Source: an optimization exercise on an open RTL-to-GDS flow (aim: small area and few clock cycles). Production flows keep margins and buffers that such runs may drop. At most, simulation tests tie the RTL to the original design; equivalence was not proved. Power and IR drop assume default switching activity.

==> v19: inputs <==
## monome_engine
module monome_engine (
    input  wire         clk,
    input  wire         rst,             
    input  wire         connected,       
    input  wire         rx_valid,
    input  wire [7:0]   rx_data,
    output wire         rx_ready,
    output wire         tx_valid,
    output wire [7:0]   tx_data,
    input  wire         tx_ready,
    output wire         idle,
    output wire [511:0] grid_led,
    output reg          grid_dirty,
    output reg          arc_dirty,
    input  wire         grid_dirty_clr,
    input  wire         arc_dirty_clr,
    output wire         gq_valid,
    output wire [7:0]   gq_x,
    output wire [7:0]   gq_y,
    output wire         gq_pressed,
    input  wire         gq_pop,
    output wire         aq_valid,
    output wire         aq_press,        
    output wire [7:0]   aq_index,
    output wire [7:0]   aq_value,        
    input  wire         aq_pop
);
  ...
clock: 10.0 ns
lec_check: 0
cap_margin: 20
core_margin: 2
core_utilization: 60
slew_margin: 20
standard.sh (not shown) runs the stock make flow with config.mk's settings and CLKGATE_MAP_FILE= SYNTH_SCRIPT=/design/flow/synth_recipe.tcl, a recipe that flattens the netlist after the stock synthesis.
==> flow/flow/run.sh <==
#!/bin/bash
# The standard layout, with two changes: port buffers use the smallest
# buffer cell, and clock tree synthesis adds no dummy loads.
set -euo pipefail
export BUFFER_PORTS_ARGS="-buffer_cell sky130_fd_sc_hd__buf_1"
export CTS_ARGS="-sink_clustering_enable -repair_clock_nets -dont_use_dummy_load"
bash standard.sh finish > standard_flow.log 2>&1
==> v16 (differences from v19) <==
--- a/flow/design.v
+++ b/flow/design.v
@@ -70,16 +70,13 @@
                      K_05 = 3'd4, K_0F = 3'd5;
     reg  [2:0]  tx_kind;
     reg  [5:0]  tx_cnt;          
     wire        seq_busy = (tx_cnt != 6'd0);
     wire        clearing = seq_busy && (tx_kind == K_CLR);
     wire [7:0]  b = rx_data;
-    reg         pend;            
-    reg  [2:0]  pend_kind;
-    wire        id_busy  = (seq_busy && tx_kind == K_01) || (pend && pend_kind == K_01);
-    wire        conflict = !phase && ((seq_busy && is_query(b) && pend) || (id_busy && b == 8'h02));
+    wire        conflict = !phase && seq_busy && (is_query(b) || b == 8'h02);
     assign rx_ready = connected && !clearing && !conflict;
     wire        acc = rx_valid && rx_ready;
     wire        last = phase ? (pcnt == plast(op)) : !has_payload(b);
     wire        done = acc && last;                  
     wire [7:0]  eop  = phase ? op : b;               
     wire        at_p0  = acc && phase && (pcnt == 6'd62);
@@ -270,57 +267,27 @@
     assign gq_y       = gq_head[15:8];
     assign gq_pressed = gq_head[16];
     assign aq_valid = (aq_count != 4'd0);
     assign aq_press = aq_head[16];
     assign aq_index = aq_head[15:8];
     assign aq_value = aq_head[7:0];
-    wire       start_q = acc && !phase && is_query(b);
-    reg  [2:0] q_kind;
-    always @* begin
-        case (b)
-            8'h00:   q_kind = K_00;
-            8'h01:   q_kind = K_01;
-            8'h03:   q_kind = K_03;
-            8'h05:   q_kind = K_05;
-            default: q_kind = K_0F;
-        endcase
-    end
-    function [5:0] klen;
-        input [2:0] kk;
-        begin
-            case (kk)
-                K_00:    klen = 6'd6;
-                K_01:    klen = 6'd33;
-                K_03:    klen = 6'd4;
-                K_05:    klen = 6'd3;
-                default: klen = 6'd8;
-            endcase
-        end
-    endfunction
-    wire tx_end = tx_fire && tx_cnt == 6'd1;
+    wire start_q = acc && !phase && is_query(b);
     always @(posedge clk) begin
         if (rst) begin
             tx_kind <= K_CLR;
             tx_cnt  <= 6'd32;
-            pend    <= 1'b0;
-        end else begin
-            if (start_q && (!seq_busy || tx_end)) begin
-                tx_kind <= q_kind;
-                tx_cnt  <= klen(q_kind);
-            end else if (tx_end && pend) begin
-                tx_kind <= pend_kind;
-                tx_cnt  <= klen(pend_kind);
-            end else if (clearing || tx_fire) begin
-                tx_cnt <= tx_cnt - 6'd1;
-            end
-            if (start_q && seq_busy && !tx_end) begin
-                pend      <= 1'b1;
-                pend_kind <= q_kind;
-            end else if (tx_end) begin
-                pend <= 1'b0;
-            end
+        end else if (start_q) begin
+            case (b)
+                8'h00:   begin tx_kind <= K_00; tx_cnt <= 6'd6;  end
+                8'h01:   begin tx_kind <= K_01; tx_cnt <= 6'd33; end
+                8'h03:   begin tx_kind <= K_03; tx_cnt <= 6'd4;  end
+                8'h05:   begin tx_kind <= K_05; tx_cnt <= 6'd3;  end
+                default: begin tx_kind <= K_0F; tx_cnt <= 6'd8;  end
+            endcase
+        end else if (clearing || tx_fire) begin
+            tx_cnt <= tx_cnt - 6'd1;
         end
     end
     reg [7:0] rom;
     always @* begin
         rom = 8'h00;
         case (tx_kind)
==> flow/run.sh (new file) <==
#!/bin/bash
# synth_recipe.tcl (not shown) runs the flow's synth.tcl, then flattens the netlist and writes it again
# the make line also repeats each setting of config.mk as NAME=value (left out here)
make -C /OpenROAD-flow-scripts/flow DESIGN_CONFIG=/design/flow/config.mk WORK_HOME=/design/flow/orfs CLKGATE_MAP_FILE= SYNTH_SCRIPT=/design/flow/synth_recipe.tcl finish
- CORE_UTILIZATION: 60 -> 40
removed: flow/flow/run.sh
removed: flow/standard.sh
==> comparison <==
v16 ran to the end with no violations. v19 went through all stages and came out clean.
Synthesized cell count: v19 is smaller than v16 (0.24%).
Of v19 and v16, v19 has the higher maximum frequency (gap about 9%, measured against v16).
Of v19 and v16, v19 has the higher clock skew (gap 0.044 ns).
Against v19, the setup slack of v16 is lower by 0.60 ns.
In v19 the cell count is lower than in v16, by 13%.
In v19 the critical path depth is higher than in v16, by 1.
In sequential power, v19 and v16 hardly differ.
Of v19 and v16, v16 has the higher via count (gap 4.5%, measured against v16).
Between v16 and v19, the lower clock-buffer cell count is in v19 (gap 34).
Testbench counts of v16, summed over its fixed seeds: cycles 35,268.
Only the layout flow was run in v19; the RTL was not checked for function there.

* * *

==> run a <==
monome_engine, a different RTL version from the one above (not shown whole).
==> flow/config.mk <==
export PLATFORM = sky130hd
export DESIGN_NAME = monome_engine
export DESIGN_NICKNAME = monome_engine
export VERILOG_FILES = /design/flow/design.v
export SDC_FILE = /design/flow/constraint.sdc
export NUM_CORES = 4
export LEC_CHECK = 0
export CAP_MARGIN = 20
export CORE_MARGIN = 2
export CORE_UTILIZATION = 60
export SLEW_MARGIN = 20
==> flow/constraint.sdc <==
create_clock -name core_clock -period 10.0 [get_ports {clk}]
set_input_delay 2.0000 -clock core_clock [delete_from_list [all_inputs] [get_ports {clk}]]
set_output_delay 2.0000 -clock core_clock [all_outputs]
set_load 0.01 [all_outputs]
==> flow/flow/run.sh <==
#!/bin/bash
# The standard layout, with these changes:
# - after the standard synthesis, its combinational cells are mapped again
#   with an area-oriented ABC script (reopt.tcl, area.abc); flip-flops are
#   kept as they are, with their names and cell types (the standard
#   netlist is kept if the new one looks broken);
# - port buffers use the smallest buffer cell;
# - clock tree synthesis adds no dummy loads and clusters up to 25
#   flip-flops (within 150 um) per leaf buffer.
set -euo pipefail
export BUFFER_PORTS_ARGS="-buffer_cell sky130_fd_sc_hd__buf_1"
export CTS_ARGS="-sink_clustering_enable -repair_clock_nets -dont_use_dummy_load -sink_clustering_size 25 -sink_clustering_max_diameter 150"
R=orfs/results/${FLOW_PLATFORM}/monome_engine/base
YOSYS=${YOSYS_EXE:-$FLOW_HOME/../tools/install/yosys/bin/yosys}
LIB=$FLOW_HOME/platforms/sky130hd/lib/sky130_fd_sc_hd__tt_025C_1v80.lib

bash standard.sh synth > standard_synth.log 2>&1

cp $R/1_2_yosys.v $R/1_2_yosys_standard.v
export REOPT_IN=$R/1_2_yosys_standard.v
export REOPT_OUT=$R/1_2_yosys.v
export REOPT_LIB=$LIB
export REOPT_SCRIPT=flow/area.abc
export REOPT_DONT_USE="$(grep -oE 'cell *\("?sky130_fd_sc_hd__(lpflow|probe)[a-z0-9_]*' $LIB | sed -E 's/cell *\("?//' | sort -u | tr '\n' ' ')"
$YOSYS -c flow/reopt.tcl > reopt.log 2>&1
# keep the standard netlist if the new one lost more than half of the
# combinational area (a sign that ABC's script went wrong)
python3 - <<'PY' || cp $R/1_2_yosys_standard.v $R/1_2_yosys.v
import re, sys
def get(f):
    t = open(f).read()
    a = float(re.search(r"Chip area for module '\\monome_engine': ([0-9.]+)", t).group(1))
    q = float(re.search(r"used for sequential elements: ([0-9.]+)", t).group(1))
    return a - q
old, new = get('reopt_stat_in.txt'), get('reopt_stat.txt')
print('combinational area', old, '->', new)
sys.exit(0 if new > 0.5 * old else 1)
PY
rm -f $R/1_synth.odb $R/1_synth.sdc

bash standard.sh finish > standard_flow.log 2>&1
==> flow/flow/area.abc <==
strash
dch -f
amap
mfs2
strash
dch -f
amap
mfs2
strash
dch -f
amap
topo
==> flow/flow/reopt.tcl <==
# Re-map the combinational cells of the standard synthesis's netlist with
# an area-oriented ABC script. Flip-flops are kept as black boxes, so every
# register keeps its instance name and cell type.
# env: REOPT_IN, REOPT_OUT, REOPT_LIB, REOPT_SCRIPT, REOPT_DONT_USE
yosys read_liberty -ignore_miss_func $::env(REOPT_LIB)
yosys read_verilog $::env(REOPT_IN)
yosys hierarchy -top monome_engine
yosys tee -o reopt_stat_in.txt stat -liberty $::env(REOPT_LIB)
yosys setattr -mod -set blackbox 1 sky130_fd_sc_hd__*df*
yosys flatten
yosys opt -purge
set du {}
foreach c $::env(REOPT_DONT_USE) { lappend du -dont_use $c }
yosys abc -liberty $::env(REOPT_LIB) -script $::env(REOPT_SCRIPT) {*}$du
yosys opt_clean -purge
yosys hilomap -singleton -hicell sky130_fd_sc_hd__conb_1 HI -locell sky130_fd_sc_hd__conb_1 LO
yosys splitnets
yosys opt_clean -purge
yosys rename -enumerate
yosys blackbox sky130_fd_sc_hd__*
yosys hierarchy -top monome_engine
yosys tee -o reopt_stat.txt stat -liberty $::env(REOPT_LIB)

yosys write_verilog -noattr -nohex -nodec $::env(REOPT_OUT)
==> run b (differences from run a) <==
--- a/flow/design.v
+++ b/flow/design.v
@@ -78,15 +78,12 @@
     reg  [4:0]  ph;              
     reg         pend;            
     reg  [2:0]  pend_kind;
     wire        id_busy  = (seq_busy && tx_kind == K_01) || (pend && pend_kind == K_01);
     wire        conflict = !phase && ((seq_busy && is_query(b) && pend) || (id_busy && b == 8'h02));
-    wire        gq_next  = phase && pcnt == 6'd63 && (op == 8'h20 || op == 8'h21);
-    wire        aq_next  = phase && ((pcnt == 6'd63 && op == 8'h50) ||
-                                     (pcnt == 6'd62 && (op == 8'h51 || op == 8'h52)));
-    wire        gq_ok    = !gq_fill && !gq_n[3] && (gq_n[2:1] == 2'd0 || rp == gq_tp);
-    wire        aq_ok    = !aq_fill && !aq_n[3] && (aq_n[2:1] == 2'd0 || rp == aq_tp);
+    wire        gq_ok    = !gq_fill && (gq_n[3:1] == 3'd0 || rp == gq_tp);
+    wire        aq_ok    = !aq_fill && (aq_n[3:1] == 3'd0 || rp == aq_tp);
     wire        q_wait   = phase && (((pcnt == 6'd63) && (op == 8'h20 || op == 8'h21) && !gq_ok) ||
                                      ((pcnt == 6'd63) && op == 8'h50 && !aq_ok) ||
                                      ((pcnt == 6'd62) && (op == 8'h51 || op == 8'h52) && !aq_ok));
     wire        id_wait  = phase && op == 8'h02 && pcnt != 6'd62 && ph != pcnt[4:0] + 5'd2;
     assign rx_ready = connected && !clearing && !conflict && !q_wait && !id_wait;
@@ -256,16 +253,14 @@
     reg [16:0] aq_r [0:6];
     reg [3:0]  gq_n, aq_n;
     reg [2:0]  gq_hp, gq_tp, aq_hp, aq_tp;
     wire gq_do_pop = gq_pop && gq_valid;
     wire aq_do_pop = aq_pop && aq_valid;
-    wire        gq_drop = gq_next && gq_n[3] && !gq_fill && rp == gq_hp;
-    wire        aq_drop = aq_next && aq_n[3] && !aq_fill && rp == aq_hp;
-    wire [16:0] gq_sel  = gq_push ? gq_in : gq_r[0];
-    wire [16:0] aq_sel  = aq_push ? aq_in : aq_r[0];
-    wire        gq_hld  = (gq_push && gq_n == 4'd0) || gq_drop || (gq_fill && rp == gq_hp);
-    wire        aq_hld  = (aq_push && aq_n == 4'd0) || aq_drop || (aq_fill && rp == aq_hp);
+    wire gq_wr_ring = gq_push && gq_n != 4'd0;
+    wire gq_h_ring  = (gq_push && gq_n[3]) || (gq_fill && rp == gq_hp);
+    wire aq_wr_ring = aq_push && aq_n != 4'd0;
+    wire aq_h_ring  = (aq_push && aq_n[3]) || (aq_fill && rp == aq_hp);
     function [2:0] inc7;
         input [2:0] v;
         begin
             inc7 = (v == 3'd6) ? 3'd0 : v + 3'd1;
         end
@@ -274,51 +269,59 @@
     always @(posedge clk) begin
         for (q = 0; q < 6; q = q + 1) begin
             gq_r[q] <= gq_r[q + 1];
             aq_r[q] <= aq_r[q + 1];
         end
-        gq_r[6] <= gq_sel;
-        aq_r[6] <= aq_sel;
-        if (gq_hld)
-            gq_h <= gq_sel;
-        if (aq_hld)
-            aq_h <= aq_sel;
+        gq_r[6] <= gq_wr_ring ? gq_in : gq_r[0];
+        aq_r[6] <= aq_wr_ring ? aq_in : aq_r[0];
+        if (gq_push && gq_n == 4'd0)
+            gq_h <= gq_in;
+        else if (gq_h_ring)
+            gq_h <= gq_r[0];
+        if (aq_push && aq_n == 4'd0)
+            aq_h <= aq_in;
+        else if (aq_h_ring)
+            aq_h <= aq_r[0];
     end
     always @(posedge clk) begin
         if (rst) begin
             gq_n <= 4'd0; gq_hp <= 3'd0; gq_tp <= 3'd0; gq_fill <= 1'b0;
             aq_n <= 4'd0; aq_hp <= 3'd0; aq_tp <= 3'd0; aq_fill <= 1'b0;
         end else begin
             if (gq_push) begin
-                gq_n <= gq_n + 4'd1;
-                if (gq_n == 4'd1) begin            
-                    gq_hp <= rp;
-                    gq_tp <= inc7(rp);
-                end else if (gq_n != 4'd0)
+                if (gq_n[3]) begin
+                    gq_hp <= inc7(gq_hp);
                     gq_tp <= inc7(gq_tp);
-            end else if (gq_drop) begin
-                gq_n  <= 4'd7;
-                gq_hp <= inc7(gq_hp);
+                end else begin
+                    gq_n <= gq_n + 4'd1;
+                    if (gq_n == 4'd1) begin        
+                        gq_hp <= rp;
+                        gq_tp <= inc7(rp);
+                    end else if (gq_n != 4'd0)
+                        gq_tp <= inc7(gq_tp);
+                end
             end else if (gq_fill) begin
                 if (rp == gq_hp) begin
                     gq_fill <= 1'b0;
                     gq_hp   <= inc7(gq_hp);
                 end
             end else if (gq_do_pop) begin
                 gq_n    <= gq_n - 4'd1;
                 gq_fill <= (gq_n != 4'd1);
             end
             if (aq_push) begin
-                aq_n <= aq_n + 4'd1;
-                if (aq_n == 4'd1) begin            
-                    aq_hp <= rp;
-                    aq_tp <= inc7(rp);
-                end else if (aq_n != 4'd0)
+                if (aq_n[3]) begin
+                    aq_hp <= inc7(aq_hp);
                     aq_tp <= inc7(aq_tp);
-            end else if (aq_drop) begin
-                aq_n  <= 4'd7;
-                aq_hp <= inc7(aq_hp);
+                end else begin
+                    aq_n <= aq_n + 4'd1;
+                    if (aq_n == 4'd1) begin        
+                        aq_hp <= rp;
+                        aq_tp <= inc7(rp);
+                    end else if (aq_n != 4'd0)
+                        aq_tp <= inc7(aq_tp);
+                end
             end else if (aq_fill) begin
                 if (rp == aq_hp) begin
                     aq_fill <= 1'b0;
                     aq_hp   <= inc7(aq_hp);
                 end
==> flow/flow/run.sh (replaced) <==
#!/bin/bash
# The standard layout, with these changes:
# - after the standard synthesis, its combinational cells are mapped again
#   with an area-oriented ABC script (reopt.tcl, area.abc); flip-flops are
#   kept as they are, with their names and cell types;
# - port buffers use the smallest buffer cell;
# - clock tree synthesis adds no dummy loads and clusters up to 25
#   flip-flops (within 150 um) per leaf buffer.
set -euo pipefail
export BUFFER_PORTS_ARGS="-buffer_cell sky130_fd_sc_hd__buf_1"
export CTS_ARGS="-sink_clustering_enable -repair_clock_nets -dont_use_dummy_load -sink_clustering_size 25 -sink_clustering_max_diameter 150"
R=orfs/results/${FLOW_PLATFORM}/monome_engine/base
YOSYS=${YOSYS_EXE:-$FLOW_HOME/../tools/install/yosys/bin/yosys}
LIB=$FLOW_HOME/platforms/sky130hd/lib/sky130_fd_sc_hd__tt_025C_1v80.lib

bash standard.sh synth > standard_synth.log 2>&1

cp $R/1_2_yosys.v $R/1_2_yosys_standard.v
export REOPT_IN=$R/1_2_yosys_standard.v
export REOPT_OUT=$R/1_2_yosys.v
export REOPT_LIB=$LIB
export REOPT_SCRIPT=flow/area.abc
export REOPT_DONT_USE="$(grep -oE 'cell *\("?sky130_fd_sc_hd__(lpflow|probe)[a-z0-9_]*' $LIB | sed -E 's/cell *\("?//' | sort -u | tr '\n' ' ')"
$YOSYS -c flow/reopt.tcl > reopt.log 2>&1
rm -f $R/1_synth.odb $R/1_synth.sdc

bash standard.sh finish > standard_flow.log 2>&1
==> flow/flow/area.abc (replaced) <==
strash
dch -f
map -a
mfs2
strash
dch -f
map -a
topo
--- a/flow/flow/reopt.tcl
+++ b/flow/flow/reopt.tcl
@@ -3,11 +3,10 @@
 # register keeps its instance name and cell type.
 # env: REOPT_IN, REOPT_OUT, REOPT_LIB, REOPT_SCRIPT, REOPT_DONT_USE
 yosys read_liberty -ignore_miss_func $::env(REOPT_LIB)
 yosys read_verilog $::env(REOPT_IN)
 yosys hierarchy -top monome_engine
-yosys tee -o reopt_stat_in.txt stat -liberty $::env(REOPT_LIB)
 yosys setattr -mod -set blackbox 1 sky130_fd_sc_hd__*df*
 yosys flatten
 yosys opt -purge
 set du {}
 foreach c $::env(REOPT_DONT_USE) { lappend du -dont_use $c }
- CAP_MARGIN: 20 -> 10
- GPL_TIMING_DRIVEN: default -> 0
- SLEW_MARGIN: 20 -> 10
==> summary of the runs <==
Run b went through all stages and came out clean. Run a completed with no timing, DRC or antenna violations.
Global-route usage: run b is lower than run a (0.50 points).
Of run b and run a, run b has the higher cell count (gap 5.9%, measured against run a).
Sequential cell count is the same in run b and run a.
Via count: run a is smaller than run b (3.5%).
Against run a, the die area of run b is higher by about 1.1%.
Clock-buffer cell count is the same in run b and run a.
Testbench counts of run a, summed over its fixed seeds: cycles 35,207.
Testbench counts of run b, summed over its fixed seeds: cycles 35,137.

==> re-timing with driven ports <==
No port has a modelled driver above. Below, the same layouts with a new extraction and two added sets of constraints.
Step 1 sets driving cells, clkbuf_16 on the clock port and buf_2 on the other inputs (assumed; they add their load-dependent delay and slew).
Step 2, shift: input delay + t, output delay - t, t = (earliest + latest rising clock arrival at the registers) / 2. This alone moves slack from input paths to output paths.
Slacks: ideal / step 1 / step 2; pairs: ideal / step 1.
run | t, ns | slack for setup (ns) | hold WS [ns] | worst register clock-pin slew, ns | pins driven straight from the clock port
v19 | 0.696 | 3.612 / 3.550 / 3.989 | 0.370 / 0.370 / 0.370 | 0.06 / 0.06 | 1
v16 | 0.762 | 3.011 / 2.918 / 2.918 | 0.412 / 0.412 / 0.412 | 0.07 / 0.07 | 1
run a | 0.674 | 2.231 / 2.159 / 2.159 | 0.306 / 0.306 / 0.306 | 0.10 / 0.10 | 1
run b | 0.675 | 2.247 / 2.214 / 1.648 | 0.301 / 0.301 / 0.301 | 0.11 / 0.11 | 1
After both steps setup and hold are still met in every run listed. The setup slack of run b, which loses most, moves by -0.033 ns with the drivers and by -0.599 ns with both steps.
